Context: an optimization exercise on an open-source flow, tuned for small area. The choices shown serve that exercise and are no tape-out recipe. The RTL was checked by simulation tests, not by an equivalence proof against the original design.

==> flow/design.v (outline; a module is shown in full before it is edited, if it fits) <==
// module fsk_rx: 1385 lines
module fsk_rx (
    input  wire        clk,
    input  wire        rst,           
    input  wire        in_valid,
    input  wire [15:0] in_i,
    input  wire [15:0] in_q,
    output reg         db_valid,
    output reg  [7:0]  db_level,
    output reg  [31:0] db_maxsq,
    output reg         hit_valid,
    output reg         byte_valid,
    output reg  [7:0]  byte_data,
    output reg         byte_first,
    output reg         byte_last
);
  // ...
==> flow/run.sh <==
#!/bin/bash
# synth_recipe.tcl (not shown) runs the flow's synth.tcl, then flattens the netlist and writes it again
# the make line also repeats each setting of config.mk as NAME=value (left out here)
make -C /OpenROAD-flow-scripts/flow DESIGN_CONFIG=/design/flow/config.mk WORK_HOME=/design/flow/orfs CLKGATE_MAP_FILE= SYNTH_SCRIPT=/design/flow/synth_recipe.tcl finish
==> flow/config.mk <==
export PLATFORM = sky130hd
export DESIGN_NAME = fsk_rx
export DESIGN_NICKNAME = fsk_rx
export VERILOG_FILES = /design/flow/design.v
export SDC_FILE = /design/flow/constraint.sdc
export NUM_CORES = 4
export LEC_CHECK = 0
export CAP_MARGIN = 20
export CORE_MARGIN = 2
export CORE_UTILIZATION = 40
export SLEW_MARGIN = 20
==> flow/constraint.sdc <==
create_clock -name core_clock -period 12.0 [get_ports {clk}]
set_input_delay 2.4000 -clock core_clock [delete_from_list [all_inputs] [get_ports {clk}]]
set_output_delay 2.4000 -clock core_clock [all_outputs]
set_load 0.01 [all_outputs]
==> summary.txt, run 1 <==
Finish
  – Register area: around 0.0045 mm^2
  – # clk buffers: 18
  – Area occupied by multi-input gates: approximately 0.019 mm^2
  – Leading cell type in the layout, fill and taps excluded: inv_1
  – Leading cell types in the layout, fill and taps excluded: 374 x inv_1, 305 x fa_1, 286 x nor2_1
  – Top reg by flops: curmax
  – Share of layout cells above drive strength 1: under 10%
  – Sequential cell area share: between 15 and 20%
  – Num sequential: 177

Die
  – Core ar.: 0.06297 mm^2
  – Tapcell Cnt: roughly 850
  – Starting Density: 40.40%

Placed design
  – Worst slack, placed: 0.3488 ns
  – DP Area: between 0.02 and 0.03 mm^2

Clock tree
  – CTS sink cnt: roughly 180

Job
  – Max_cap viols: 0

Detailed routing
  – M1 WL: between 40000 and 50000 um
  – DRT Pass-1 Iters: 8
  – Vias: around 23000
  – Drc violations: 0

Global routing
  – Met1 Resource Use GR: 39.82%
  – First-pass GRT wire length: 147000 um
  – Vias in the first global route: about 23000
  – Met3 usage: 6.574%

Synth
  – Cells after synthesis: 2977
  – Cell with the most instances after synthesis: inv_1
  – Adder and majority gate portion of the synthesized area: 32.55%
  – Post-synth top area share: 24.00%

STA
  – Hold_ws: 0.4146 ns
  – Final hold violation count: 0
  – Max transition margin: 14.10%
  – RSZ-0062 raised after global routing: false
  – Fin. max-slew vios: 0
  – Max Fclk: a little under 90 MHz

Critical path
  – Worst path slowest cell: ha_1
  – Worst EP arrival: 11.36 ns

Outcome
  – Status: timing/DRC/antenna clean
==> run 2, diff against run 1 <==
--- a/flow/design.v
+++ b/flow/design.v
@@ -9,116 +9,66 @@
     output reg  [31:0] db_maxsq,
     output reg         hit_valid,
     output reg         byte_valid,
     output reg  [7:0]  byte_data,
     output reg         byte_first,
     output reg         byte_last
 );
     localparam [31:0] SYNC_WORD = 32'h8E89BED6;
-    function [31:0] db_threshold(input [6:0] idx);
+    function [7:0] db_level_of(input [31:0] x);
+        reg [4:0] p;
+        reg [7:0] base;
+        reg [31:0] t0;
+        reg [31:0] t1;
+        reg [31:0] t2;
+        integer i;
         begin
-            case (idx)
-                7'd0: db_threshold = 32'd1;
-                7'd1: db_threshold = 32'd2;
-                7'd2: db_threshold = 32'd2;
-                7'd3: db_threshold = 32'd2;
-                7'd4: db_threshold = 32'd3;
-                7'd5: db_threshold = 32'd3;
-                7'd6: db_threshold = 32'd4;
-                7'd7: db_threshold = 32'd5;
-                7'd8: db_threshold = 32'd6;
-                7'd9: db_threshold = 32'd7;
-                7'd10: db_threshold = 32'd9;
-                7'd11: db_threshold = 32'd11;
-                7'd12: db_threshold = 32'd14;
-                7'd13: db_threshold = 32'd18;
-                7'd14: db_threshold = 32'd22;
-                7'd15: db_threshold = 32'd27;
-                7'd16: db_threshold = 32'd34;
-                7'd17: db_threshold = 32'd43;
-                7'd18: db_threshold = 32'd54;
-                7'd19: db_threshold = 32'd68;
-                7'd20: db_threshold = 32'd86;
-                7'd21: db_threshold = 32'd108;
-                7'd22: db_threshold = 32'd136;
-                7'd23: db_threshold = 32'd171;
-                7'd24: db_threshold = 32'd215;
-                7'd25: db_threshold = 32'd270;
-                7'd26: db_threshold = 32'd340;
-                7'd27: db_threshold = 32'd428;
-                7'd28: db_threshold = 32'd539;
-                7'd29: db_threshold = 32'd678;
-                7'd30: db_threshold = 32'd853;
-                7'd31: db_threshold = 32'd1074;
-                7'd32: db_threshold = 32'd1352;
-                7'd33: db_threshold = 32'd1702;
-                7'd34: db_threshold = 32'd2143;
-                7'd35: db_threshold = 32'd2698;
-                7'd36: db_threshold = 32'd3396;
-                7'd37: db_threshold = 32'd4275;
-                7'd38: db_threshold = 32'd5382;
-                7'd39: db_threshold = 32'd6775;
-                7'd40: db_threshold = 32'd8530;
-                7'd41: db_threshold = 32'd10738;
-                7'd42: db_threshold = 32'd13518;
-                7'd43: db_threshold = 32'd17018;
-                7'd44: db_threshold = 32'd21424;
-                7'd45: db_threshold = 32'd26972;
-                7'd46: db_threshold = 32'd33955;
-                7'd47: db_threshold = 32'd42747;
-                7'd48: db_threshold = 32'd53815;
-                7'd49: db_threshold = 32'd67749;
-                7'd50: db_threshold = 32'd85291;
-                7'd51: db_threshold = 32'd107375;
-                7'd52: db_threshold = 32'd135177;
-                7'd53: db_threshold = 32'd170177;
-                7'd54: db_threshold = 32'd214240;
-                7'd55: db_threshold = 32'd269712;
-                7'd56: db_threshold = 32'd339547;
-                7'd57: db_threshold = 32'd427465;
-                7'd58: db_threshold = 32'd538146;
-                7'd59: db_threshold = 32'd677486;
-                7'd60: db_threshold = 32'd852904;
-                7'd61: db_threshold = 32'd1073742;
-                7'd62: db_threshold = 32'd1351761;
-                7'd63: db_threshold = 32'd1701767;
-                7'd64: db_threshold = 32'd2142397;
-                7'd65: db_threshold = 32'd2697118;
-                7'd66: db_threshold = 32'd3395470;
-                7'd67: db_threshold = 32'd4274644;
-                7'd68: db_threshold = 32'd5381457;
-                7'd69: db_threshold = 32'd6774853;
-                7'd70: db_threshold = 32'd8529035;
-                7'd71: db_threshold = 32'd10737419;
-                7'd72: db_threshold = 32'd13517609;
-                7'd73: db_threshold = 32'd17017662;
-                7'd74: db_threshold = 32'd21423966;
-                7'd75: db_threshold = 32'd26971176;
-                7'd76: db_threshold = 32'd33954698;
-                7'd77: db_threshold = 32'd42746432;
-                7'd78: db_threshold = 32'd53814570;
-                7'd79: db_threshold = 32'd67748529;
-                7'd80: db_threshold = 32'd85290345;
-                7'd81: db_threshold = 32'd107374183;
-                7'd82: db_threshold = 32'd135176087;
-                7'd83: db_threshold = 32'd170176611;
-                7'd84: db_threshold = 32'd214239660;
-                7'd85: db_threshold = 32'd269711752;
-                7'd86: db_threshold = 32'd339546979;
-                7'd87: db_threshold = 32'd427464320;
-                7'd88: db_threshold = 32'd538145695;
-                7'd89: db_threshold = 32'd677485290;
-                7'd90: db_threshold = 32'd852903448;
-                7'd91: db_threshold = 32'd1073741824;
-                7'd92: db_threshold = 32'd1351760868;
-                7'd93: db_threshold = 32'd1701766108;
-                7'd94: db_threshold = 32'd2142396598;
-                default: db_threshold = 32'hFFFFFFFF;
+            p = 5'd0;
+            for (i = 1; i < 32; i = i + 1)
+                if (x[i]) p = i[4:0];
+            case (p)
+                5'd0: begin base = 8'd165; t0 = 32'd4294967295; t1 = 32'd4294967295; t2 = 32'd4294967295; end
+                5'd1: begin base = 8'd168; t0 = 32'd3; t1 = 32'd3; t2 = 32'd4294967295; end
+                5'd2: begin base = 8'd171; t0 = 32'd5; t1 = 32'd6; t2 = 32'd7; end
+                5'd3: begin base = 8'd174; t0 = 32'd9; t1 = 32'd11; t2 = 32'd14; end
+                5'd4: begin base = 8'd177; t0 = 32'd18; t1 = 32'd22; t2 = 32'd27; end
+                5'd5: begin base = 8'd180; t0 = 32'd34; t1 = 32'd43; t2 = 32'd54; end
+                5'd6: begin base = 8'd183; t0 = 32'd68; t1 = 32'd86; t2 = 32'd108; end
+                5'd7: begin base = 8'd186; t0 = 32'd136; t1 = 32'd171; t2 = 32'd215; end
+                5'd8: begin base = 8'd189; t0 = 32'd270; t1 = 32'd340; t2 = 32'd428; end
+                5'd9: begin base = 8'd192; t0 = 32'd539; t1 = 32'd678; t2 = 32'd853; end
+                5'd10: begin base = 8'd195; t0 = 32'd1074; t1 = 32'd1352; t2 = 32'd1702; end
+                5'd11: begin base = 8'd198; t0 = 32'd2143; t1 = 32'd2698; t2 = 32'd3396; end
+                5'd12: begin base = 8'd201; t0 = 32'd4275; t1 = 32'd5382; t2 = 32'd6775; end
+                5'd13: begin base = 8'd204; t0 = 32'd8530; t1 = 32'd10738; t2 = 32'd13518; end
+                5'd14: begin base = 8'd207; t0 = 32'd17018; t1 = 32'd21424; t2 = 32'd26972; end
+                5'd15: begin base = 8'd210; t0 = 32'd33955; t1 = 32'd42747; t2 = 32'd53815; end
+                5'd16: begin base = 8'd213; t0 = 32'd67749; t1 = 32'd85291; t2 = 32'd107375; end
+                5'd17: begin base = 8'd216; t0 = 32'd135177; t1 = 32'd170177; t2 = 32'd214240; end
+                5'd18: begin base = 8'd219; t0 = 32'd269712; t1 = 32'd339547; t2 = 32'd427465; end
+                5'd19: begin base = 8'd222; t0 = 32'd538146; t1 = 32'd677486; t2 = 32'd852904; end
+                5'd20: begin base = 8'd225; t0 = 32'd1073742; t1 = 32'd1351761; t2 = 32'd1701767; end
+                5'd21: begin base = 8'd228; t0 = 32'd2142397; t1 = 32'd2697118; t2 = 32'd3395470; end
+                5'd22: begin base = 8'd231; t0 = 32'd4274644; t1 = 32'd5381457; t2 = 32'd6774853; end
+                5'd23: begin base = 8'd234; t0 = 32'd8529035; t1 = 32'd10737419; t2 = 32'd13517609; end
+                5'd24: begin base = 8'd237; t0 = 32'd17017662; t1 = 32'd21423966; t2 = 32'd26971176; end
+                5'd25: begin base = 8'd240; t0 = 32'd33954698; t1 = 32'd42746432; t2 = 32'd53814570; end
+                5'd26: begin base = 8'd243; t0 = 32'd67748529; t1 = 32'd85290345; t2 = 32'd107374183; end
+                5'd27: begin base = 8'd246; t0 = 32'd135176087; t1 = 32'd170176611; t2 = 32'd214239660; end
+                5'd28: begin base = 8'd249; t0 = 32'd269711752; t1 = 32'd339546979; t2 = 32'd427464320; end
+                5'd29: begin base = 8'd252; t0 = 32'd538145695; t1 = 32'd677485290; t2 = 32'd852903448; end
+                5'd30: begin base = 8'd0; t0 = 32'd1351760868; t1 = 32'd1701766108; t2 = 32'd2142396598; end
+                5'd31: begin base = 8'd3; t0 = 32'd4294967295; t1 = 32'd4294967295; t2 = 32'd4294967295; end
+                default: begin base = 8'd0; t0 = 32'd0; t1 = 32'd0; t2 = 32'd0; end
             endcase
+            if (x == 32'd0)
+                db_level_of = 8'h80;
+            else
+                db_level_of = base + {7'd0, x >= t0} + {7'd0, x >= t1} + {7'd0, x >= t2};
         end
     endfunction
     reg [10:0] rawcnt;
     always @(posedge clk) begin
         if (rst)
             rawcnt <= 11'd0;
         else if (in_valid)
             rawcnt <= rawcnt + 11'd1;
@@ -857,452 +807,267 @@
             curmax <= mag;
     end
     always @(posedge clk) begin
         if (rst)
             db_valid <= 1'b0;
         else
             db_valid <= in_valid && (rawcnt == 11'd2047);
     end
-    reg [94:0] db_reach;
-    reg [6:0]  db_index;
-    integer    k;
     always @(*) begin
-        for (k = 0; k < 95; k = k + 1)
-            db_reach[k] = (curmax >= db_threshold(k[6:0]));
-        db_index = 7'd0;
-        for (k = 0; k < 95; k = k + 1)
-            if (k == 94)
-                db_index = db_index | ({7{db_reach[k]}} & k[6:0]);
-            else
-                db_index = db_index | ({7{db_reach[k] & ~db_reach[k+1]}} & k[6:0]);
-        if (curmax == 32'd0)
-            db_level = 8'h80;
-        else
-            db_level = {1'b0, db_index} - 8'd91;
+        db_level = db_level_of(curmax);
         db_maxsq = curmax;
     end
     reg signed [15:0] ci, cq;        
     reg        [15:0] pi, pq;        
+    reg               pib, pqb;      
     reg               have_prev;
     reg               busy;
     reg        [1:0]  step;
     reg signed [17:0] acc;
     reg               sticky;
     wire        top   = (step == 2'd3);
-    wire [15:0] cqx = cq ^ {16{top}};
-    wire [15:0] cix = ci ^ {16{~top}};
-    wire x723 = pi[0] & cq[0];
-    wire x724 = pi[0] & cq[1];
-    wire x725 = pi[0] & cq[2];
-    wire x726 = pi[0] & cq[3];
-    wire x727 = pi[0] & cq[4];
-    wire x728 = pi[0] & cq[5];
-    wire x729 = pi[0] & cq[6];
-    wire x730 = pi[0] & cq[7];
-    wire x731 = pi[0] & cq[8];
-    wire x732 = pi[0] & cq[9];
-    wire x733 = pi[0] & cq[10];
-    wire x734 = pi[0] & cq[11];
-    wire x735 = pi[0] & cq[12];
-    wire x736 = pi[0] & cq[13];
-    wire x737 = pi[0] & cq[14];
-    wire x738 = ~(pi[0] & cq[15]);
-    wire x739 = pi[1] & cq[0];
-    wire x740 = pi[1] & cq[1];
-    wire x741 = pi[1] & cq[2];
-    wire x742 = pi[1] & cq[3];
-    wire x743 = pi[1] & cq[4];
-    wire x744 = pi[1] & cq[5];
-    wire x745 = pi[1] & cq[6];
-    wire x746 = pi[1] & cq[7];
-    wire x747 = pi[1] & cq[8];
-    wire x748 = pi[1] & cq[9];
-    wire x749 = pi[1] & cq[10];
-    wire x750 = pi[1] & cq[11];
-    wire x751 = pi[1] & cq[12];
-    wire x752 = pi[1] & cq[13];
-    wire x753 = pi[1] & cq[14];
-    wire x754 = ~(pi[1] & cq[15]);
-    wire x755 = pi[2] & cq[0];
-    wire x756 = pi[2] & cq[1];
-    wire x757 = pi[2] & cq[2];
-    wire x758 = pi[2] & cq[3];
-    wire x759 = pi[2] & cq[4];
-    wire x760 = pi[2] & cq[5];
-    wire x761 = pi[2] & cq[6];
-    wire x762 = pi[2] & cq[7];
-    wire x763 = pi[2] & cq[8];
-    wire x764 = pi[2] & cq[9];
-    wire x765 = pi[2] & cq[10];
-    wire x766 = pi[2] & cq[11];
-    wire x767 = pi[2] & cq[12];
-    wire x768 = pi[2] & cq[13];
-    wire x769 = pi[2] & cq[14];
-    wire x770 = ~(pi[2] & cq[15]);
-    wire x771 = pi[3] & cqx[0];
-    wire x772 = pi[3] & cqx[1];
-    wire x773 = pi[3] & cqx[2];
-    wire x774 = pi[3] & cqx[3];
-    wire x775 = pi[3] & cqx[4];
-    wire x776 = pi[3] & cqx[5];
-    wire x777 = pi[3] & cqx[6];
-    wire x778 = pi[3] & cqx[7];
-    wire x779 = pi[3] & cqx[8];
-    wire x780 = pi[3] & cqx[9];
-    wire x781 = pi[3] & cqx[10];
-    wire x782 = pi[3] & cqx[11];
-    wire x783 = pi[3] & cqx[12];
-    wire x784 = pi[3] & cqx[13];
-    wire x785 = pi[3] & cqx[14];
-    wire x786 = ~(pi[3] & cqx[15]);
-    wire x787 = pi[3] & top;
-    wire x788 = pq[0] & ~ci[0];
-    wire x789 = pq[0] & ~ci[1];
-    wire x790 = pq[0] & ~ci[2];
-    wire x791 = pq[0] & ~ci[3];
-    wire x792 = pq[0] & ~ci[4];
-    wire x793 = pq[0] & ~ci[5];
-    wire x794 = pq[0] & ~ci[6];
-    wire x795 = pq[0] & ~ci[7];
-    wire x796 = pq[0] & ~ci[8];
-    wire x797 = pq[0] & ~ci[9];
-    wire x798 = pq[0] & ~ci[10];
-    wire x799 = pq[0] & ~ci[11];
-    wire x800 = pq[0] & ~ci[12];
-    wire x801 = pq[0] & ~ci[13];
-    wire x802 = pq[0] & ~ci[14];
-    wire x803 = ~(pq[0] & ~ci[15]);
-    wire x804 = pq[1] & ~ci[0];
-    wire x805 = pq[1] & ~ci[1];
-    wire x806 = pq[1] & ~ci[2];
-    wire x807 = pq[1] & ~ci[3];
-    wire x808 = pq[1] & ~ci[4];
-    wire x809 = pq[1] & ~ci[5];
-    wire x810 = pq[1] & ~ci[6];
-    wire x811 = pq[1] & ~ci[7];
-    wire x812 = pq[1] & ~ci[8];
-    wire x813 = pq[1] & ~ci[9];
-    wire x814 = pq[1] & ~ci[10];
-    wire x815 = pq[1] & ~ci[11];
-    wire x816 = pq[1] & ~ci[12];
-    wire x817 = pq[1] & ~ci[13];
-    wire x818 = pq[1] & ~ci[14];
-    wire x819 = ~(pq[1] & ~ci[15]);
-    wire x820 = pq[2] & ~ci[0];
-    wire x821 = pq[2] & ~ci[1];
-    wire x822 = pq[2] & ~ci[2];
-    wire x823 = pq[2] & ~ci[3];
-    wire x824 = pq[2] & ~ci[4];
-    wire x825 = pq[2] & ~ci[5];
-    wire x826 = pq[2] & ~ci[6];
-    wire x827 = pq[2] & ~ci[7];
-    wire x828 = pq[2] & ~ci[8];
-    wire x829 = pq[2] & ~ci[9];
-    wire x830 = pq[2] & ~ci[10];
-    wire x831 = pq[2] & ~ci[11];
-    wire x832 = pq[2] & ~ci[12];
-    wire x833 = pq[2] & ~ci[13];
-    wire x834 = pq[2] & ~ci[14];
-    wire x835 = ~(pq[2] & ~ci[15]);
-    wire x836 = pq[3] & cix[0];
-    wire x837 = pq[3] & cix[1];
-    wire x838 = pq[3] & cix[2];
-    wire x839 = pq[3] & cix[3];
-    wire x840 = pq[3] & cix[4];
-    wire x841 = pq[3] & cix[5];
-    wire x842 = pq[3] & cix[6];
-    wire x843 = pq[3] & cix[7];
-    wire x844 = pq[3] & cix[8];
-    wire x845 = pq[3] & cix[9];
-    wire x846 = pq[3] & cix[10];
-    wire x847 = pq[3] & cix[11];
-    wire x848 = pq[3] & cix[12];
-    wire x849 = pq[3] & cix[13];
-    wire x850 = pq[3] & cix[14];
-    wire x851 = ~(pq[3] & cix[15]);
-    wire x852 = pq[3] & ~top;
-    wire s853 = x726 ^ x741 ^ x756;
-    wire c854 = (x726 & x741) | (x726 & x756) | (x741 & x756);
-    wire s855 = x727 ^ x742;
-    wire c856 = x727 & x742;
-    wire s857 = x728 ^ x743;
-    wire c858 = x728 & x743;
-    wire s859 = x729 ^ x744;
-    wire c860 = x729 & x744;
-    wire s861 = x730 ^ x745;
-    wire c862 = x730 & x745;
-    wire s863 = x731 ^ x746;
-    wire c864 = x731 & x746;
-    wire s865 = x732 ^ x747;
-    wire c866 = x732 & x747;
-    wire s867 = x733 ^ x748;
-    wire c868 = x733 & x748;
-    wire s869 = x734 ^ x749;
-    wire c870 = x734 & x749;
-    wire s871 = x735 ^ x750;
-    wire c872 = x735 & x750;
-    wire s873 = x736 ^ x751;
-    wire c874 = x736 & x751;
-    wire s875 = x737 ^ x752;
-    wire c876 = x737 & x752;
-    wire s877 = x738 ^ x753;
-    wire c878 = x738 & x753;
-    wire s879 = x725 ^ x740 ^ x755;
-    wire c880 = (x725 & x740) | (x725 & x755) | (x740 & x755);
-    wire s881 = s853 ^ x771 ^ x787;
-    wire c882 = (s853 & x771) | (s853 & x787) | (x771 & x787);
-    wire s883 = x791 ^ x806 ^ x821;
-    wire c884 = (x791 & x806) | (x791 & x821) | (x806 & x821);
-    wire s885 = s855 ^ x757 ^ x772;
-    wire c886 = (s855 & x757) | (s855 & x772) | (x757 & x772);
-    wire s887 = x792 ^ x807 ^ x822;
-    wire c888 = (x792 & x807) | (x792 & x822) | (x807 & x822);
-    wire s889 = x837 ^ acc[4];
-    wire c890 = x837 & acc[4];
-    wire s891 = s857 ^ x758 ^ x773;
-    wire c892 = (s857 & x758) | (s857 & x773) | (x758 & x773);
-    wire s893 = x793 ^ x808 ^ x823;
-    wire c894 = (x793 & x808) | (x793 & x823) | (x808 & x823);
-    wire s895 = x838 ^ acc[5] ^ c856;
-    wire c896 = (x838 & acc[5]) | (x838 & c856) | (acc[5] & c856);
-    wire s897 = s859 ^ x759 ^ x774;
-    wire c898 = (s859 & x759) | (s859 & x774) | (x759 & x774);
-    wire s899 = x794 ^ x809 ^ x824;
-    wire c900 = (x794 & x809) | (x794 & x824) | (x809 & x824);
-    wire s901 = x839 ^ acc[6] ^ c858;
-    wire c902 = (x839 & acc[6]) | (x839 & c858) | (acc[6] & c858);
-    wire s903 = s861 ^ x760 ^ x775;
-    wire c904 = (s861 & x760) | (s861 & x775) | (x760 & x775);
-    wire s905 = x795 ^ x810 ^ x825;
-    wire c906 = (x795 & x810) | (x795 & x825) | (x810 & x825);
-    wire s907 = x840 ^ acc[7] ^ c860;
-    wire c908 = (x840 & acc[7]) | (x840 & c860) | (acc[7] & c860);
-    wire s909 = s863 ^ x761 ^ x776;
-    wire c910 = (s863 & x761) | (s863 & x776) | (x761 & x776);
-    wire s911 = x796 ^ x811 ^ x826;
-    wire c912 = (x796 & x811) | (x796 & x826) | (x811 & x826);
-    wire s913 = x841 ^ acc[8] ^ c862;
-    wire c914 = (x841 & acc[8]) | (x841 & c862) | (acc[8] & c862);
-    wire s915 = s865 ^ x762 ^ x777;
-    wire c916 = (s865 & x762) | (s865 & x777) | (x762 & x777);
-    wire s917 = x797 ^ x812 ^ x827;
-    wire c918 = (x797 & x812) | (x797 & x827) | (x812 & x827);
-    wire s919 = x842 ^ acc[9] ^ c864;
-    wire c920 = (x842 & acc[9]) | (x842 & c864) | (acc[9] & c864);
-    wire s921 = s867 ^ x763 ^ x778;
-    wire c922 = (s867 & x763) | (s867 & x778) | (x763 & x778);
-    wire s923 = x798 ^ x813 ^ x828;
-    wire c924 = (x798 & x813) | (x798 & x828) | (x813 & x828);
-    wire s925 = x843 ^ acc[10] ^ c866;
-    wire c926 = (x843 & acc[10]) | (x843 & c866) | (acc[10] & c866);
-    wire s927 = s869 ^ x764 ^ x779;
-    wire c928 = (s869 & x764) | (s869 & x779) | (x764 & x779);
-    wire s929 = x799 ^ x814 ^ x829;
-    wire c930 = (x799 & x814) | (x799 & x829) | (x814 & x829);
-    wire s931 = x844 ^ acc[11] ^ c868;
-    wire c932 = (x844 & acc[11]) | (x844 & c868) | (acc[11] & c868);
-    wire s933 = s871 ^ x765 ^ x780;
-    wire c934 = (s871 & x765) | (s871 & x780) | (x765 & x780);
-    wire s935 = x800 ^ x815 ^ x830;
-    wire c936 = (x800 & x815) | (x800 & x830) | (x815 & x830);
-    wire s937 = x845 ^ acc[12] ^ c870;
-    wire c938 = (x845 & acc[12]) | (x845 & c870) | (acc[12] & c870);
-    wire s939 = s873 ^ x766 ^ x781;
-    wire c940 = (s873 & x766) | (s873 & x781) | (x766 & x781);
-    wire s941 = x801 ^ x816 ^ x831;
-    wire c942 = (x801 & x816) | (x801 & x831) | (x816 & x831);
-    wire s943 = x846 ^ acc[13] ^ c872;
-    wire c944 = (x846 & acc[13]) | (x846 & c872) | (acc[13] & c872);
-    wire s945 = s875 ^ x767 ^ x782;
-    wire c946 = (s875 & x767) | (s875 & x782) | (x767 & x782);
-    wire s947 = x802 ^ x817 ^ x832;
-    wire c948 = (x802 & x817) | (x802 & x832) | (x817 & x832);
-    wire s949 = x847 ^ acc[14] ^ c874;
-    wire c950 = (x847 & acc[14]) | (x847 & c874) | (acc[14] & c874);
-    wire s951 = s877 ^ x768 ^ x783;
-    wire c952 = (s877 & x768) | (s877 & x783) | (x768 & x783);
-    wire s953 = x803 ^ x818 ^ x833;
-    wire c954 = (x803 & x818) | (x803 & x833) | (x818 & x833);
-    wire s955 = x848 ^ acc[15] ^ c876;
-    wire c956 = (x848 & acc[15]) | (x848 & c876) | (acc[15] & c876);
-    wire s957 = x754 ^ x769 ^ x784;
-    wire c958 = (x754 & x769) | (x754 & x784) | (x769 & x784);
-    wire s959 = x819 ^ x834 ^ x849;
-    wire c960 = (x819 & x834) | (x819 & x849) | (x834 & x849);
-    wire s961 = acc[16] ^ 1'b1 ^ c878;
-    wire c962 = (acc[16] & 1'b1) | (acc[16] & c878) | (1'b1 & c878);
-    wire s963 = x770 ^ x785 ^ x835;
-    wire c964 = (x770 & x785) | (x770 & x835) | (x785 & x835);
-    wire s965 = x850 ^ ~acc[17];
-    wire c966 = x850 & ~acc[17];
-    wire s967 = x724 ^ x739 ^ x789;
-    wire c968 = (x724 & x739) | (x724 & x789) | (x739 & x789);
-    wire s969 = s879 ^ x790 ^ x805;
-    wire c970 = (s879 & x790) | (s879 & x805) | (x790 & x805);
-    wire s971 = x820 ^ pq[2];
-    wire c972 = x820 & pq[2];
-    wire s973 = s881 ^ s883 ^ x836;
-    wire c974 = (s881 & s883) | (s881 & x836) | (s883 & x836);
-    wire s975 = x852 ^ acc[3] ^ c880;
-    wire c976 = (x852 & acc[3]) | (x852 & c880) | (acc[3] & c880);
-    wire s977 = s885 ^ s887 ^ s889;
-    wire c978 = (s885 & s887) | (s885 & s889) | (s887 & s889);
-    wire s979 = c854 ^ c882 ^ c884;
-    wire c980 = (c854 & c882) | (c854 & c884) | (c882 & c884);
-    wire s981 = s891 ^ s893 ^ s895;
-    wire c982 = (s891 & s893) | (s891 & s895) | (s893 & s895);
-    wire s983 = c886 ^ c888 ^ c890;
-    wire c984 = (c886 & c888) | (c886 & c890) | (c888 & c890);
-    wire s985 = s897 ^ s899 ^ s901;
-    wire c986 = (s897 & s899) | (s897 & s901) | (s899 & s901);
-    wire s987 = c892 ^ c894 ^ c896;
-    wire c988 = (c892 & c894) | (c892 & c896) | (c894 & c896);
-    wire s989 = s903 ^ s905 ^ s907;
-    wire c990 = (s903 & s905) | (s903 & s907) | (s905 & s907);
-    wire s991 = c898 ^ c900 ^ c902;
-    wire c992 = (c898 & c900) | (c898 & c902) | (c900 & c902);
-    wire s993 = s909 ^ s911 ^ s913;
-    wire c994 = (s909 & s911) | (s909 & s913) | (s911 & s913);
-    wire s995 = c904 ^ c906 ^ c908;
-    wire c996 = (c904 & c906) | (c904 & c908) | (c906 & c908);
-    wire s997 = s915 ^ s917 ^ s919;
-    wire c998 = (s915 & s917) | (s915 & s919) | (s917 & s919);
-    wire s999 = c910 ^ c912 ^ c914;
-    wire c1000 = (c910 & c912) | (c910 & c914) | (c912 & c914);
-    wire s1001 = s921 ^ s923 ^ s925;
-    wire c1002 = (s921 & s923) | (s921 & s925) | (s923 & s925);
-    wire s1003 = c916 ^ c918 ^ c920;
-    wire c1004 = (c916 & c918) | (c916 & c920) | (c918 & c920);
-    wire s1005 = s927 ^ s929 ^ s931;
-    wire c1006 = (s927 & s929) | (s927 & s931) | (s929 & s931);
-    wire s1007 = c922 ^ c924 ^ c926;
-    wire c1008 = (c922 & c924) | (c922 & c926) | (c924 & c926);
-    wire s1009 = s933 ^ s935 ^ s937;
-    wire c1010 = (s933 & s935) | (s933 & s937) | (s935 & s937);
-    wire s1011 = c928 ^ c930 ^ c932;
-    wire c1012 = (c928 & c930) | (c928 & c932) | (c930 & c932);
-    wire s1013 = s939 ^ s941 ^ s943;
-    wire c1014 = (s939 & s941) | (s939 & s943) | (s941 & s943);
-    wire s1015 = c934 ^ c936 ^ c938;
-    wire c1016 = (c934 & c936) | (c934 & c938) | (c936 & c938);
-    wire s1017 = s945 ^ s947 ^ s949;
-    wire c1018 = (s945 & s947) | (s945 & s949) | (s947 & s949);
-    wire s1019 = c940 ^ c942 ^ c944;
-    wire c1020 = (c940 & c942) | (c940 & c944) | (c942 & c944);
-    wire s1021 = s951 ^ s953 ^ s955;
-    wire c1022 = (s951 & s953) | (s951 & s955) | (s953 & s955);
-    wire s1023 = c946 ^ c948 ^ c950;
-    wire c1024 = (c946 & c948) | (c946 & c950) | (c948 & c950);
-    wire s1025 = s957 ^ s959 ^ s961;
-    wire c1026 = (s957 & s959) | (s957 & s961) | (s959 & s961);
-    wire s1027 = c952 ^ c954 ^ c956;
-    wire c1028 = (c952 & c954) | (c952 & c956) | (c954 & c956);
-    wire s1029 = s963 ^ s965 ^ 1'b1;
-    wire c1030 = (s963 & s965) | (s963 & 1'b1) | (s965 & 1'b1);
-    wire s1031 = c958 ^ c960 ^ c962;
-    wire c1032 = (c958 & c960) | (c958 & c962) | (c960 & c962);
-    wire s1033 = x786 ^ x851 ^ 1'b1;
-    wire c1034 = (x786 & x851) | (x786 & 1'b1) | (x851 & 1'b1);
-    wire s1035 = c964 ^ c966;
-    wire c1036 = c964 & c966;
-    wire s1037 = x723 ^ x788;
-    wire c1038 = x723 & x788;
-    wire s1039 = s967 ^ x804 ^ pq[1];
-    wire c1040 = (s967 & x804) | (s967 & pq[1]) | (x804 & pq[1]);
-    wire s1041 = s969 ^ s971 ^ acc[2];
-    wire c1042 = (s969 & s971) | (s969 & acc[2]) | (s971 & acc[2]);
-    wire s1043 = s973 ^ s975 ^ c970;
-    wire c1044 = (s973 & s975) | (s973 & c970) | (s975 & c970);
-    wire s1045 = s977 ^ s979 ^ c974;
-    wire c1046 = (s977 & s979) | (s977 & c974) | (s979 & c974);
-    wire s1047 = s981 ^ s983 ^ c978;
-    wire c1048 = (s981 & s983) | (s981 & c978) | (s983 & c978);
-    wire s1049 = s985 ^ s987 ^ c982;
-    wire c1050 = (s985 & s987) | (s985 & c982) | (s987 & c982);
-    wire s1051 = s989 ^ s991 ^ c986;
-    wire c1052 = (s989 & s991) | (s989 & c986) | (s991 & c986);
-    wire s1053 = s993 ^ s995 ^ c990;
-    wire c1054 = (s993 & s995) | (s993 & c990) | (s995 & c990);
-    wire s1055 = s997 ^ s999 ^ c994;
-    wire c1056 = (s997 & s999) | (s997 & c994) | (s999 & c994);
-    wire s1057 = s1001 ^ s1003 ^ c998;
-    wire c1058 = (s1001 & s1003) | (s1001 & c998) | (s1003 & c998);
-    wire s1059 = s1005 ^ s1007 ^ c1002;
-    wire c1060 = (s1005 & s1007) | (s1005 & c1002) | (s1007 & c1002);
-    wire s1061 = s1009 ^ s1011 ^ c1006;
-    wire c1062 = (s1009 & s1011) | (s1009 & c1006) | (s1011 & c1006);
-    wire s1063 = s1013 ^ s1015 ^ c1010;
-    wire c1064 = (s1013 & s1015) | (s1013 & c1010) | (s1015 & c1010);
-    wire s1065 = s1017 ^ s1019 ^ c1014;
-    wire c1066 = (s1017 & s1019) | (s1017 & c1014) | (s1019 & c1014);
-    wire s1067 = s1021 ^ s1023 ^ c1018;
-    wire c1068 = (s1021 & s1023) | (s1021 & c1018) | (s1023 & c1018);
-    wire s1069 = s1025 ^ s1027 ^ c1022;
-    wire c1070 = (s1025 & s1027) | (s1025 & c1022) | (s1027 & c1022);
-    wire s1071 = s1029 ^ s1031 ^ c1026;
-    wire c1072 = (s1029 & s1031) | (s1029 & c1026) | (s1031 & c1026);
-    wire s1073 = s1033 ^ s1035 ^ c1030;
-    wire c1074 = (s1033 & s1035) | (s1033 & c1030) | (s1035 & c1030);
-    wire s1075 = 1'b1 ^ c1034;
-    wire c1076 = 1'b1 & c1034;
-    wire s1077 = s1037 ^ pq[0];
-    wire c1078 = s1037 & pq[0];
-    wire s1079 = s1039 ^ acc[1] ^ c1038;
-    wire c1080 = (s1039 & acc[1]) | (s1039 & c1038) | (acc[1] & c1038);
-    wire s1081 = s1041 ^ c968 ^ c1040;
-    wire c1082 = (s1041 & c968) | (s1041 & c1040) | (c968 & c1040);
-    wire s1083 = s1043 ^ c972 ^ c1042;
-    wire c1084 = (s1043 & c972) | (s1043 & c1042) | (c972 & c1042);
-    wire s1085 = s1045 ^ c976 ^ c1044;
-    wire c1086 = (s1045 & c976) | (s1045 & c1044) | (c976 & c1044);
-    wire s1087 = s1047 ^ c980 ^ c1046;
-    wire c1088 = (s1047 & c980) | (s1047 & c1046) | (c980 & c1046);
-    wire s1089 = s1049 ^ c984 ^ c1048;
-    wire c1090 = (s1049 & c984) | (s1049 & c1048) | (c984 & c1048);
-    wire s1091 = s1051 ^ c988 ^ c1050;
-    wire c1092 = (s1051 & c988) | (s1051 & c1050) | (c988 & c1050);
-    wire s1093 = s1053 ^ c992 ^ c1052;
-    wire c1094 = (s1053 & c992) | (s1053 & c1052) | (c992 & c1052);
-    wire s1095 = s1055 ^ c996 ^ c1054;
-    wire c1096 = (s1055 & c996) | (s1055 & c1054) | (c996 & c1054);
-    wire s1097 = s1057 ^ c1000 ^ c1056;
-    wire c1098 = (s1057 & c1000) | (s1057 & c1056) | (c1000 & c1056);
-    wire s1099 = s1059 ^ c1004 ^ c1058;
-    wire c1100 = (s1059 & c1004) | (s1059 & c1058) | (c1004 & c1058);
-    wire s1101 = s1061 ^ c1008 ^ c1060;
-    wire c1102 = (s1061 & c1008) | (s1061 & c1060) | (c1008 & c1060);
-    wire s1103 = s1063 ^ c1012 ^ c1062;
-    wire c1104 = (s1063 & c1012) | (s1063 & c1062) | (c1012 & c1062);
-    wire s1105 = s1065 ^ c1016 ^ c1064;
-    wire c1106 = (s1065 & c1016) | (s1065 & c1064) | (c1016 & c1064);
-    wire s1107 = s1067 ^ c1020 ^ c1066;
-    wire c1108 = (s1067 & c1020) | (s1067 & c1066) | (c1020 & c1066);
-    wire s1109 = s1069 ^ c1024 ^ c1068;
-    wire c1110 = (s1069 & c1024) | (s1069 & c1068) | (c1024 & c1068);
-    wire s1111 = s1071 ^ c1028 ^ c1070;
-    wire c1112 = (s1071 & c1028) | (s1071 & c1070) | (c1028 & c1070);
-    wire s1113 = s1073 ^ c1032 ^ c1072;
-    wire c1114 = (s1073 & c1032) | (s1073 & c1072) | (c1032 & c1072);
-    wire s1115 = s1075 ^ c1036 ^ c1074;
-    wire c1116 = (s1075 & c1036) | (s1075 & c1074) | (c1036 & c1074);
-    wire [21:0] xs_a = {1'b1, c1076, s1115, s1113, s1111, s1109, s1107, s1105, s1103, s1101, s1099, s1097, s1095, s1093, s1091, s1089, s1087, s1085, s1083, s1081, s1079, s1077};
-    wire [21:0] xs_b = {1'b0, c1116, c1114, c1112, c1110, c1108, c1106, c1104, c1102, c1100, c1098, c1096, c1094, c1092, c1090, c1088, c1086, c1084, c1082, c1080, c1078, acc[0]};
+    wire bo723 = pi[0] ^ pib;
+    wire bt724 = (pi[1] ^ pi[0]) & ~bo723;
+    wire bn725 = pi[1];
+    wire x726 = (bo723 & cq[0]) ^ bn725;
+    wire x727 = ((bo723 & cq[1]) | (bt724 & cq[0])) ^ bn725;
+    wire x728 = ((bo723 & cq[2]) | (bt724 & cq[1])) ^ bn725;
+    wire x729 = ((bo723 & cq[3]) | (bt724 & cq[2])) ^ bn725;
+    wire x730 = ((bo723 & cq[4]) | (bt724 & cq[3])) ^ bn725;
+    wire x731 = ((bo723 & cq[5]) | (bt724 & cq[4])) ^ bn725;
+    wire x732 = ((bo723 & cq[6]) | (bt724 & cq[5])) ^ bn725;
+    wire x733 = ((bo723 & cq[7]) | (bt724 & cq[6])) ^ bn725;
+    wire x734 = ((bo723 & cq[8]) | (bt724 & cq[7])) ^ bn725;
+    wire x735 = ((bo723 & cq[9]) | (bt724 & cq[8])) ^ bn725;
+    wire x736 = ((bo723 & cq[10]) | (bt724 & cq[9])) ^ bn725;
+    wire x737 = ((bo723 & cq[11]) | (bt724 & cq[10])) ^ bn725;
+    wire x738 = ((bo723 & cq[12]) | (bt724 & cq[11])) ^ bn725;
+    wire x739 = ((bo723 & cq[13]) | (bt724 & cq[12])) ^ bn725;
+    wire x740 = ((bo723 & cq[14]) | (bt724 & cq[13])) ^ bn725;
+    wire x741 = ((bo723 & cq[15]) | (bt724 & cq[14])) ^ bn725;
+    wire x742 = ~(((bo723 & cq[15]) | (bt724 & cq[15])) ^ bn725);
+    wire bo743 = pi[2] ^ pi[1];
+    wire bt744 = (pi[3] ^ pi[2]) & ~bo743;
+    wire bn745 = pi[3];
+    wire x746 = (bo743 & cq[0]) ^ bn745;
+    wire x747 = ((bo743 & cq[1]) | (bt744 & cq[0])) ^ bn745;
+    wire x748 = ((bo743 & cq[2]) | (bt744 & cq[1])) ^ bn745;
+    wire x749 = ((bo743 & cq[3]) | (bt744 & cq[2])) ^ bn745;
+    wire x750 = ((bo743 & cq[4]) | (bt744 & cq[3])) ^ bn745;
+    wire x751 = ((bo743 & cq[5]) | (bt744 & cq[4])) ^ bn745;
+    wire x752 = ((bo743 & cq[6]) | (bt744 & cq[5])) ^ bn745;
+    wire x753 = ((bo743 & cq[7]) | (bt744 & cq[6])) ^ bn745;
+    wire x754 = ((bo743 & cq[8]) | (bt744 & cq[7])) ^ bn745;
+    wire x755 = ((bo743 & cq[9]) | (bt744 & cq[8])) ^ bn745;
+    wire x756 = ((bo743 & cq[10]) | (bt744 & cq[9])) ^ bn745;
+    wire x757 = ((bo743 & cq[11]) | (bt744 & cq[10])) ^ bn745;
+    wire x758 = ((bo743 & cq[12]) | (bt744 & cq[11])) ^ bn745;
+    wire x759 = ((bo743 & cq[13]) | (bt744 & cq[12])) ^ bn745;
+    wire x760 = ((bo743 & cq[14]) | (bt744 & cq[13])) ^ bn745;
+    wire x761 = ((bo743 & cq[15]) | (bt744 & cq[14])) ^ bn745;
+    wire x762 = ~(((bo743 & cq[15]) | (bt744 & cq[15])) ^ bn745);
+    wire bo763 = pq[0] ^ pqb;
+    wire bt764 = (pq[1] ^ pq[0]) & ~bo763;
+    wire bn765 = ~pq[1];
+    wire x766 = (bo763 & ci[0]) ^ bn765;
+    wire x767 = ((bo763 & ci[1]) | (bt764 & ci[0])) ^ bn765;
+    wire x768 = ((bo763 & ci[2]) | (bt764 & ci[1])) ^ bn765;
+    wire x769 = ((bo763 & ci[3]) | (bt764 & ci[2])) ^ bn765;
+    wire x770 = ((bo763 & ci[4]) | (bt764 & ci[3])) ^ bn765;
+    wire x771 = ((bo763 & ci[5]) | (bt764 & ci[4])) ^ bn765;
+    wire x772 = ((bo763 & ci[6]) | (bt764 & ci[5])) ^ bn765;
+    wire x773 = ((bo763 & ci[7]) | (bt764 & ci[6])) ^ bn765;
+    wire x774 = ((bo763 & ci[8]) | (bt764 & ci[7])) ^ bn765;
+    wire x775 = ((bo763 & ci[9]) | (bt764 & ci[8])) ^ bn765;
+    wire x776 = ((bo763 & ci[10]) | (bt764 & ci[9])) ^ bn765;
+    wire x777 = ((bo763 & ci[11]) | (bt764 & ci[10])) ^ bn765;
+    wire x778 = ((bo763 & ci[12]) | (bt764 & ci[11])) ^ bn765;
+    wire x779 = ((bo763 & ci[13]) | (bt764 & ci[12])) ^ bn765;
+    wire x780 = ((bo763 & ci[14]) | (bt764 & ci[13])) ^ bn765;
+    wire x781 = ((bo763 & ci[15]) | (bt764 & ci[14])) ^ bn765;
+    wire x782 = ~(((bo763 & ci[15]) | (bt764 & ci[15])) ^ bn765);
+    wire bo783 = pq[2] ^ pq[1];
+    wire bt784 = (pq[3] ^ pq[2]) & ~bo783;
+    wire bn785 = ~pq[3];
+    wire x786 = (bo783 & ci[0]) ^ bn785;
+    wire x787 = ((bo783 & ci[1]) | (bt784 & ci[0])) ^ bn785;
+    wire x788 = ((bo783 & ci[2]) | (bt784 & ci[1])) ^ bn785;
+    wire x789 = ((bo783 & ci[3]) | (bt784 & ci[2])) ^ bn785;
+    wire x790 = ((bo783 & ci[4]) | (bt784 & ci[3])) ^ bn785;
+    wire x791 = ((bo783 & ci[5]) | (bt784 & ci[4])) ^ bn785;
+    wire x792 = ((bo783 & ci[6]) | (bt784 & ci[5])) ^ bn785;
+    wire x793 = ((bo783 & ci[7]) | (bt784 & ci[6])) ^ bn785;
+    wire x794 = ((bo783 & ci[8]) | (bt784 & ci[7])) ^ bn785;
+    wire x795 = ((bo783 & ci[9]) | (bt784 & ci[8])) ^ bn785;
+    wire x796 = ((bo783 & ci[10]) | (bt784 & ci[9])) ^ bn785;
+    wire x797 = ((bo783 & ci[11]) | (bt784 & ci[10])) ^ bn785;
+    wire x798 = ((bo783 & ci[12]) | (bt784 & ci[11])) ^ bn785;
+    wire x799 = ((bo783 & ci[13]) | (bt784 & ci[12])) ^ bn785;
+    wire x800 = ((bo783 & ci[14]) | (bt784 & ci[13])) ^ bn785;
+    wire x801 = ((bo783 & ci[15]) | (bt784 & ci[14])) ^ bn785;
+    wire x802 = ~(((bo783 & ci[15]) | (bt784 & ci[15])) ^ bn785);
+    wire s803 = x728 ^ x746;
+    wire c804 = x728 & x746;
+    wire s805 = x726 ^ bn725;
+    wire c806 = x726 & bn725;
+    wire s807 = s803 ^ bn745 ^ x768;
+    wire c808 = (s803 & bn745) | (s803 & x768) | (bn745 & x768);
+    wire s809 = x729 ^ x747 ^ x769;
+    wire c810 = (x729 & x747) | (x729 & x769) | (x747 & x769);
+    wire s811 = x787 ^ acc[3];
+    wire c812 = x787 & acc[3];
+    wire s813 = x730 ^ x748 ^ x770;
+    wire c814 = (x730 & x748) | (x730 & x770) | (x748 & x770);
+    wire s815 = x788 ^ acc[4];
+    wire c816 = x788 & acc[4];
+    wire s817 = x731 ^ x749 ^ x771;
+    wire c818 = (x731 & x749) | (x731 & x771) | (x749 & x771);
+    wire s819 = x789 ^ acc[5];
+    wire c820 = x789 & acc[5];
+    wire s821 = x732 ^ x750 ^ x772;
+    wire c822 = (x732 & x750) | (x732 & x772) | (x750 & x772);
+    wire s823 = x790 ^ acc[6];
+    wire c824 = x790 & acc[6];
+    wire s825 = x733 ^ x751 ^ x773;
+    wire c826 = (x733 & x751) | (x733 & x773) | (x751 & x773);
+    wire s827 = x791 ^ acc[7];
+    wire c828 = x791 & acc[7];
+    wire s829 = x734 ^ x752 ^ x774;
+    wire c830 = (x734 & x752) | (x734 & x774) | (x752 & x774);
+    wire s831 = x792 ^ acc[8];
+    wire c832 = x792 & acc[8];
+    wire s833 = x735 ^ x753 ^ x775;
+    wire c834 = (x735 & x753) | (x735 & x775) | (x753 & x775);
+    wire s835 = x793 ^ acc[9];
+    wire c836 = x793 & acc[9];
+    wire s837 = x736 ^ x754 ^ x776;
+    wire c838 = (x736 & x754) | (x736 & x776) | (x754 & x776);
+    wire s839 = x794 ^ acc[10];
+    wire c840 = x794 & acc[10];
+    wire s841 = x737 ^ x755 ^ x777;
+    wire c842 = (x737 & x755) | (x737 & x777) | (x755 & x777);
+    wire s843 = x795 ^ acc[11];
+    wire c844 = x795 & acc[11];
+    wire s845 = x738 ^ x756 ^ x778;
+    wire c846 = (x738 & x756) | (x738 & x778) | (x756 & x778);
+    wire s847 = x796 ^ acc[12];
+    wire c848 = x796 & acc[12];
+    wire s849 = x739 ^ x757 ^ x779;
+    wire c850 = (x739 & x757) | (x739 & x779) | (x757 & x779);
+    wire s851 = x797 ^ acc[13];
+    wire c852 = x797 & acc[13];
+    wire s853 = x740 ^ x758 ^ x780;
+    wire c854 = (x740 & x758) | (x740 & x780) | (x758 & x780);
+    wire s855 = x798 ^ acc[14];
+    wire c856 = x798 & acc[14];
+    wire s857 = x741 ^ x759 ^ x781;
+    wire c858 = (x741 & x759) | (x741 & x781) | (x759 & x781);
+    wire s859 = x799 ^ acc[15];
+    wire c860 = x799 & acc[15];
+    wire s861 = x742 ^ x760 ^ x782;
+    wire c862 = (x742 & x760) | (x742 & x782) | (x760 & x782);
+    wire s863 = x800 ^ acc[16];
+    wire c864 = x800 & acc[16];
+    wire s865 = x761 ^ x801;
+    wire c866 = x761 & x801;
+    wire s867 = s805 ^ x766;
+    wire c868 = s805 & x766;
+    wire s869 = x727 ^ x767 ^ acc[1];
+    wire c870 = (x727 & x767) | (x727 & acc[1]) | (x767 & acc[1]);
+    wire s871 = s807 ^ x786 ^ bn785;
+    wire c872 = (s807 & x786) | (s807 & bn785) | (x786 & bn785);
+    wire s873 = s809 ^ s811 ^ c804;
+    wire c874 = (s809 & s811) | (s809 & c804) | (s811 & c804);
+    wire s875 = s813 ^ s815 ^ c810;
+    wire c876 = (s813 & s815) | (s813 & c810) | (s815 & c810);
+    wire s877 = s817 ^ s819 ^ c814;
+    wire c878 = (s817 & s819) | (s817 & c814) | (s819 & c814);
+    wire s879 = s821 ^ s823 ^ c818;
+    wire c880 = (s821 & s823) | (s821 & c818) | (s823 & c818);
+    wire s881 = s825 ^ s827 ^ c822;
+    wire c882 = (s825 & s827) | (s825 & c822) | (s827 & c822);
+    wire s883 = s829 ^ s831 ^ c826;
+    wire c884 = (s829 & s831) | (s829 & c826) | (s831 & c826);
+    wire s885 = s833 ^ s835 ^ c830;
+    wire c886 = (s833 & s835) | (s833 & c830) | (s835 & c830);
+    wire s887 = s837 ^ s839 ^ c834;
+    wire c888 = (s837 & s839) | (s837 & c834) | (s839 & c834);
+    wire s889 = s841 ^ s843 ^ c838;
+    wire c890 = (s841 & s843) | (s841 & c838) | (s843 & c838);
+    wire s891 = s845 ^ s847 ^ c842;
+    wire c892 = (s845 & s847) | (s845 & c842) | (s847 & c842);
+    wire s893 = s849 ^ s851 ^ c846;
+    wire c894 = (s849 & s851) | (s849 & c846) | (s851 & c846);
+    wire s895 = s853 ^ s855 ^ c850;
+    wire c896 = (s853 & s855) | (s853 & c850) | (s855 & c850);
+    wire s897 = s857 ^ s859 ^ c854;
+    wire c898 = (s857 & s859) | (s857 & c854) | (s859 & c854);
+    wire s899 = s861 ^ s863 ^ c858;
+    wire c900 = (s861 & s863) | (s861 & c858) | (s863 & c858);
+    wire s901 = s865 ^ ~acc[17] ^ c862;
+    wire c902 = (s865 & ~acc[17]) | (s865 & c862) | (~acc[17] & c862);
+    wire s903 = x762 ^ x802 ^ 1'b1;
+    wire c904 = (x762 & x802) | (x762 & 1'b1) | (x802 & 1'b1);
+    wire s905 = s867 ^ bn765;
+    wire c906 = s867 & bn765;
+    wire s907 = s869 ^ c806 ^ c868;
+    wire c908 = (s869 & c806) | (s869 & c868) | (c806 & c868);
+    wire s909 = s871 ^ acc[2] ^ c870;
+    wire c910 = (s871 & acc[2]) | (s871 & c870) | (acc[2] & c870);
+    wire s911 = s873 ^ c808 ^ c872;
+    wire c912 = (s873 & c808) | (s873 & c872) | (c808 & c872);
+    wire s913 = s875 ^ c812 ^ c874;
+    wire c914 = (s875 & c812) | (s875 & c874) | (c812 & c874);
+    wire s915 = s877 ^ c816 ^ c876;
+    wire c916 = (s877 & c816) | (s877 & c876) | (c816 & c876);
+    wire s917 = s879 ^ c820 ^ c878;
+    wire c918 = (s879 & c820) | (s879 & c878) | (c820 & c878);
+    wire s919 = s881 ^ c824 ^ c880;
+    wire c920 = (s881 & c824) | (s881 & c880) | (c824 & c880);
+    wire s921 = s883 ^ c828 ^ c882;
+    wire c922 = (s883 & c828) | (s883 & c882) | (c828 & c882);
+    wire s923 = s885 ^ c832 ^ c884;
+    wire c924 = (s885 & c832) | (s885 & c884) | (c832 & c884);
+    wire s925 = s887 ^ c836 ^ c886;
+    wire c926 = (s887 & c836) | (s887 & c886) | (c836 & c886);
+    wire s927 = s889 ^ c840 ^ c888;
+    wire c928 = (s889 & c840) | (s889 & c888) | (c840 & c888);
+    wire s929 = s891 ^ c844 ^ c890;
+    wire c930 = (s891 & c844) | (s891 & c890) | (c844 & c890);
+    wire s931 = s893 ^ c848 ^ c892;
+    wire c932 = (s893 & c848) | (s893 & c892) | (c848 & c892);
+    wire s933 = s895 ^ c852 ^ c894;
+    wire c934 = (s895 & c852) | (s895 & c894) | (c852 & c894);
+    wire s935 = s897 ^ c856 ^ c896;
+    wire c936 = (s897 & c856) | (s897 & c896) | (c856 & c896);
+    wire s937 = s899 ^ c860 ^ c898;
+    wire c938 = (s899 & c860) | (s899 & c898) | (c860 & c898);
+    wire s939 = s901 ^ c864 ^ c900;
+    wire c940 = (s901 & c864) | (s901 & c900) | (c864 & c900);
+    wire s941 = s903 ^ c866 ^ c902;
+    wire c942 = (s903 & c866) | (s903 & c902) | (c866 & c902);
+    wire [21:0] xs_a = {1'b1, 1'b1, c904, s941, s939, s937, s935, s933, s931, s929, s927, s925, s923, s921, s919, s917, s915, s913, s911, s909, s907, s905};
+    wire [21:0] xs_b = {1'b0, 1'b0, c942, c940, c938, c936, c934, c932, c930, c928, c926, c924, c922, c920, c918, c916, c914, c912, c910, c908, c906, acc[0]};
     wire        [21:0] usum = xs_a + xs_b;
     wire        bit_now = ~usum[21] && ((|usum) || sticky);
     wire        bit_valid = busy && top;
     always @(posedge clk) begin
         if (sym_take) begin
-            ci <= in_i;
-            cq <= in_q;
-            pi <= ci;
-            pq <= cq;
+            ci  <= in_i;
+            cq  <= in_q;
+            pi  <= ci;
+            pq  <= cq;
+            pib <= 1'b0;
+            pqb <= 1'b0;
         end else begin
-            pi <= {4'd0, pi[15:4]};
-            pq <= {4'd0, pq[15:4]};
+            pi  <= {4'd0, pi[15:4]};
+            pq  <= {4'd0, pq[15:4]};
+            pib <= pi[3];
+            pqb <= pq[3];
         end
     end
     always @(posedge clk) begin
         if (rst) begin
             have_prev <= 1'b0;
             busy      <= 1'b0;
             step      <= 2'd0;
         end else if (sym_take) begin
@@ -1319,67 +1084,134 @@
         if (sym_take) begin
             acc    <= 18'd0;
             sticky <= 1'b0;
         end else begin
             acc    <= usum[21:4];
             sticky <= sticky | (|usum[3:0]);
         end
     end
+    function [4:0] kmp_next(input [4:0] st, input b);
+        case ({st, b})
+            6'd0: kmp_next = 5'd1;
+            6'd1: kmp_next = 5'd0;
+            6'd2: kmp_next = 5'd1;
+            6'd3: kmp_next = 5'd2;
+            6'd4: kmp_next = 5'd1;
+            6'd5: kmp_next = 5'd3;
+            6'd6: kmp_next = 5'd4;
+            6'd7: kmp_next = 5'd0;
+            6'd8: kmp_next = 5'd1;
+            6'd9: kmp_next = 5'd5;
+            6'd10: kmp_next = 5'd6;
+            6'd11: kmp_next = 5'd3;
+            6'd12: kmp_next = 5'd1;
+            6'd13: kmp_next = 5'd7;
+            6'd14: kmp_next = 5'd1;
+            6'd15: kmp_next = 5'd8;
+            6'd16: kmp_next = 5'd9;
+            6'd17: kmp_next = 5'd0;
+            6'd18: kmp_next = 5'd1;
+            6'd19: kmp_next = 5'd10;
+            6'd20: kmp_next = 5'd6;
+            6'd21: kmp_next = 5'd11;
+            6'd22: kmp_next = 5'd4;
+            6'd23: kmp_next = 5'd12;
+            6'd24: kmp_next = 5'd1;
+            6'd25: kmp_next = 5'd13;
+            6'd26: kmp_next = 5'd1;
+            6'd27: kmp_next = 5'd14;
+            6'd28: kmp_next = 5'd15;
+            6'd29: kmp_next = 5'd0;
+            6'd30: kmp_next = 5'd1;
+            6'd31: kmp_next = 5'd16;
+            6'd32: kmp_next = 5'd1;
+            6'd33: kmp_next = 5'd17;
+            6'd34: kmp_next = 5'd18;
+            6'd35: kmp_next = 5'd0;
+            6'd36: kmp_next = 5'd19;
+            6'd37: kmp_next = 5'd5;
+            6'd38: kmp_next = 5'd1;
+            6'd39: kmp_next = 5'd20;
+            6'd40: kmp_next = 5'd21;
+            6'd41: kmp_next = 5'd3;
+            6'd42: kmp_next = 5'd22;
+            6'd43: kmp_next = 5'd2;
+            6'd44: kmp_next = 5'd23;
+            6'd45: kmp_next = 5'd2;
+            6'd46: kmp_next = 5'd1;
+            6'd47: kmp_next = 5'd24;
+            6'd48: kmp_next = 5'd25;
+            6'd49: kmp_next = 5'd3;
+            6'd50: kmp_next = 5'd1;
+            6'd51: kmp_next = 5'd26;
+            6'd52: kmp_next = 5'd1;
+            6'd53: kmp_next = 5'd27;
+            6'd54: kmp_next = 5'd4;
+            6'd55: kmp_next = 5'd28;
+            6'd56: kmp_next = 5'd29;
+            6'd57: kmp_next = 5'd0;
+            6'd58: kmp_next = 5'd30;
+            6'd59: kmp_next = 5'd2;
+            6'd60: kmp_next = 5'd31;
+            6'd61: kmp_next = 5'd2;
+            6'd62: kmp_next = 5'd1;
+            6'd63: kmp_next = 5'd0;
+            default: kmp_next = 5'd0;
+        endcase
+    endfunction
     localparam [1:0] S_BEGIN   = 2'd0;
     localparam [1:0] S_HEADER  = 2'd1;
     localparam [1:0] S_PAYLOAD = 2'd2;
     reg [1:0]  state;
-    reg [31:0] win;
+    reg [7:0]  shreg;      
     reg [11:0] cnt;
     reg        evt;        
-    wire [31:0] win_next = {bit_now, win[31:1]};
-    wire        cnt_zero = (cnt == 12'd0);
+    wire [7:0] byte_now = {bit_now, shreg[7:1]};
+    wire       cnt_zero = (cnt == 12'd0);
     always @(posedge clk) begin
         if (bit_valid)
-            win <= win_next;
+            shreg <= byte_now;
     end
     always @(posedge clk) begin
         if (rst) begin
             state <= S_BEGIN;
-            cnt   <= 12'd31;
+            cnt   <= 12'd0;
             evt   <= 1'b0;
         end else begin
             evt <= bit_valid;
             if (bit_valid) begin
                 case (state)
                     S_BEGIN: begin
-                        if (cnt_zero) begin
-                            if (win_next == SYNC_WORD) begin
-                                state <= S_HEADER;
-                                cnt   <= 12'd15;
-                            end
+                        if (cnt[4:0] == 5'd31 && bit_now == SYNC_WORD[31]) begin
+                            state <= S_HEADER;
+                            cnt   <= 12'd15;
                         end else
-                            cnt <= cnt - 12'd1;
+                            cnt <= {7'd0, kmp_next(cnt[4:0], bit_now)};
                     end
                     S_HEADER: begin
                         if (cnt_zero) begin
                             state <= S_PAYLOAD;
-                            cnt   <= {win_next[31:24] + 9'd2, 3'b111};
+                            cnt   <= {byte_now + 9'd2, 3'b111};
                         end else
                             cnt <= cnt - 12'd1;
                     end
                     default: begin
                         if (cnt_zero) begin
                             state <= S_BEGIN;
-                            cnt   <= 12'd31;
+                            cnt   <= 12'd32;
                         end else
                             cnt <= cnt - 12'd1;
                     end
                 endcase
             end
         end
     end
     always @(*) begin
         hit_valid  = evt && (state == S_HEADER) && (cnt == 12'd15);
         byte_valid = evt && (((state == S_HEADER) && (cnt == 12'd7)) ||
                              ((state == S_PAYLOAD) && (cnt[2:0] == 3'd7)) ||
-                             ((state == S_BEGIN) && (cnt == 12'd31)));
-        byte_data  = win[31:24];
+                             ((state == S_BEGIN) && cnt[5]));
+        byte_data  = shreg;
         byte_first = (state == S_HEADER);
         byte_last  = (state == S_BEGIN);
     end
 endmodule
==> summary.txt, run 2 <==
Hold path
  – Hold Path Origin: pi[15]
  – Worst min-delay path class: reg -> reg

Global routing
  – Initial antenna violation count: 1
  – Largest net degree at the start of global routing: 58
  – Aggregate global-route resource usage: between 20% and 30%
  – First-pass GRT wire length: 124900 um (-15%)
  – Vias in the first global route: 22180 (-5.4%)
  – Total global routing overflow: 0

Critical path
  – Setup crit start kind: register
  – Worst path slowest cell: ha_1
  – CP delay by family, top: compound AO/OA/AOI/OAI gates
  – Type of the worst setup path: reg -> out
  – Data required time of the worst path: 9.60 ns
  – RR Startpoint: pi[2]
  – Worst EP arrival: 9.07 ns (-2.29 ns)
  – CP Capture Type: output pin
  – Top cell by count, worst path: o311ai_0
  – Setup crit start: curmax[5]
  – Crit Path Max Fanout: 14
  – Slowest Stage Delay on Critical Path: 0.62 ns
  – Worst Path Buf+Inv: 2

Job
  – Max_cap viols: 0 (unchanged)

STA
  – RSZ-0062 raised after global routing: false
  – Max transition margin: 31.04% (+17 points)
  – Final hold violation count: 0 (unchanged)
  – Layout Skew: 0.02191 ns
  – Fin. max-slew vios: 0 (unchanged)
  – Period utilization: 95.60%
  – Max Fclk: 87.17 MHz (-2.0%)
  – Setup TNS: 0 ns
  – Worst-margin pin slew: approximately 1.0 ns
  – Clock period minus worst slack: 11.47 ns
  – Setup violations, final: 0

Die
  – Num ports: 88
  – Die Ht: between 200 and 300 um
  – Core ar.: 0.06160 mm^2 (-2.2%)
  – Row cnt: 91
  – DIE WIDTH: approximately 250 um
  – Starting Density: 40.37% (about the same)
  – Full die area: 0.06419 mm^2

Clock tree
  – CTS root buf: clkbuf_16
  – Hold-fix buffers, CTS: 0
  – Post-CTS resize count: 0
  – H-tree depth: 4
  – TritonCTS clock tree: done
  – Setup bufs post-CTS: 0
  – Clock insertion delay at the later pin of the skew report: between 0.4 and 0.5 ns
  – CTS sink cnt: 156 (-12%)
  – Clock Tree Buf Depth: 2
  – CTS clk-pin slew, worst paths: 0.07 ns
  – Cts bufs inserted: 17

Synth
  – Syn Area/Cell: 7.915 um^2
  – Syn. warnings: 1
  – Post-synth top area share: 19.88% (-4.1 points)
  – Dominant synthesized flop cell: dfxtp_1
  – Synth unique cells: 79
  – EDFF count, synth: 72
  – Sequential fraction of the synthesis area: 15.46%
  – Netlist Area Pre-Place: 0.02487 mm^2
  – Synth Register Bits: 156
  – Post-synth top cells: 380 x nor2_1, 337 x inv_1, 320 x nand2_1
  – Cells after synthesis: 3142 (+5.5%)
  – Ranking of synthesized cells by area: fa_1 20%, ha_1 15%, edfxtp_1 8.7%
  – Synth area leader: fa_1
  – Mapped Nets: 3713
  – Asr flop ratio synth: 0%
  – Cell with the most instances after synthesis: nor2_1

Finish
  – Register area: 0.003844 mm^2 (-14%)
  – Area occupied by multi-input gates: 0.01904 mm^2 (+1.1%)
  – Final cell count without fillers: ~4000
  – Leading cell type in the layout, fill and taps excluded: nor2_1
  – Share of layout cells above drive strength 1: 5.058% (-1.1 points)
  – Leading cell types in the layout, fill and taps excluded: 377 x nor2_1, 337 x inv_1, 320 x nand2_1
  – Max reg flops: 32
  – Area delta synth->final: 8.744%
  – Ant diodes: 0
  – Biggest regs: curmax (32), acc (18)
  – Final #Nets: approximately 3700
  – FILL cells: roughly 6200
  – Top reg by flops: curmax

Outcome
  – Status: timing/DRC/antenna clean

Placed design
  – DP HPWL: 60590 um
  – Number of port buffers: 87
  – Cell count after placement: 3929
  – Global placement routability congestion: between 1 and 1.5

Detailed routing
  – DRT iter0 DRCs: 2458
  – Drc violations: 0 (unchanged)
  – Via/cell ratio: 5.760
  – DRT Pass-1 Iters: 7 (-1)
  – Detail Route Antenna Nets: 0
  – Post-Route WL: 79250 um
  – Wire per inst: 20.01 um
  – Vias: 22820 (-2.2%)
run 2: per-layer routing:
metal / GRT usage (%) / routed length, um / vias to the layer above
met5: 0 / 0 / -
met3: 4.472 / 5487 / 244
met2: 39.95 / 36200 / 965
met1: 32.70 / 33710 / 10910
met4: 11.36 / 3861 / 0
li1: - / - / 10690
run 2: per-stage QoR:
| step | area, um^2 | hold WS [ns] | setup slack [ns] | util, % |
|---|---|---|---|---|
| 2_1_floorplan | 24870 | 0.3992 | 1.482 | - |
| 3_3_place_gp | 26490 | 0.4053 | 0.7375 | 43.01 |
| 3_5_place_dp | 26500 | 0.4086 | 0.7239 | 43.03 |
| 4_1_cts | 27040 | 0.4242 | 0.6687 | 43.90 |
| 5_1_grt | 27040 | 0.4429 | 0.02907 | 43.91 |
| 6_report | 27040 | 0.4237 | 0.5285 | 43.91 |
run 2: worst paths after layout:
path / endpoint / slack, ns / cells after the start
worst max-delay path: db_level[6] / 0.53 / 29
worst min register to register: pi[11] / 0.42 / 2
worst max register to register: cnt[4] / 3.45 / 26
worst min-delay path: pi[11] / 0.42 / 2
run 2: layout make-up:
type / instances / area share (%)
clock buffer: 17 / 1.573
clock inverter: 15 / 0.4164
inverter: 339 / 4.705
multi-input combinational: 2454 / 70.39
sequential: 156 / 14.21
tap: 837 / 3.872
timing repair buffer: 143 / 4.835
run 2: tightest hold or removal path, cell delays in order (launching register included):
cell and delay (ns):
dfxtp_1 0.30, nand2_1 0.05, nand2_1 0.04
run 2: cells by family after synthesis:
kind of cell,Yosys count,share of synthesized area (%)
xor gates and xnor gates,85,2.993
AOI/OAI and AO/OA,786,19.89
adders and majority gates,536,34.42
buffers and inverters,532,8.065
muxes,4,0.2163
DFF,156,15.46
and+or+nand+nor,1043,18.96

[static timing again, ports no longer ideal]
No port has a modelled driver above. Below, the same layouts with a new extraction and two added sets of constraints.
Step 1, drivers: a clkbuf_16 drives clk and a buf_2 each remaining input, both assumed.
Step 2 adds t to the input delays and takes it off the output delays; t is the mean of the earliest and latest rising clock arrival at the registers after step 1. Input paths then give back, and output paths get back, about the clock's delay inside the block.
a / b / c = ideal / step 1 / step 2; a / b = the first two.
run | shift t [ns] | setup slack, ns | hold WS [ns] | worst data-port slew with drivers (ns) | pins driven straight from the clock port
run 1 | 0.530 | 0.756 / 0.780 / 0.250 | 0.415 / 0.415 / 0.415 | 0.08 | 1
run 2 | 0.530 | 0.529 / 0.476 / 0.628 | 0.424 / 0.424 / 0.424 | 0.08 | 1
After both steps every run listed still meets setup and hold. For run 1, which loses most, drivers alone change the setup slack by +0.024 ns; drivers and shift together by -0.506 ns.
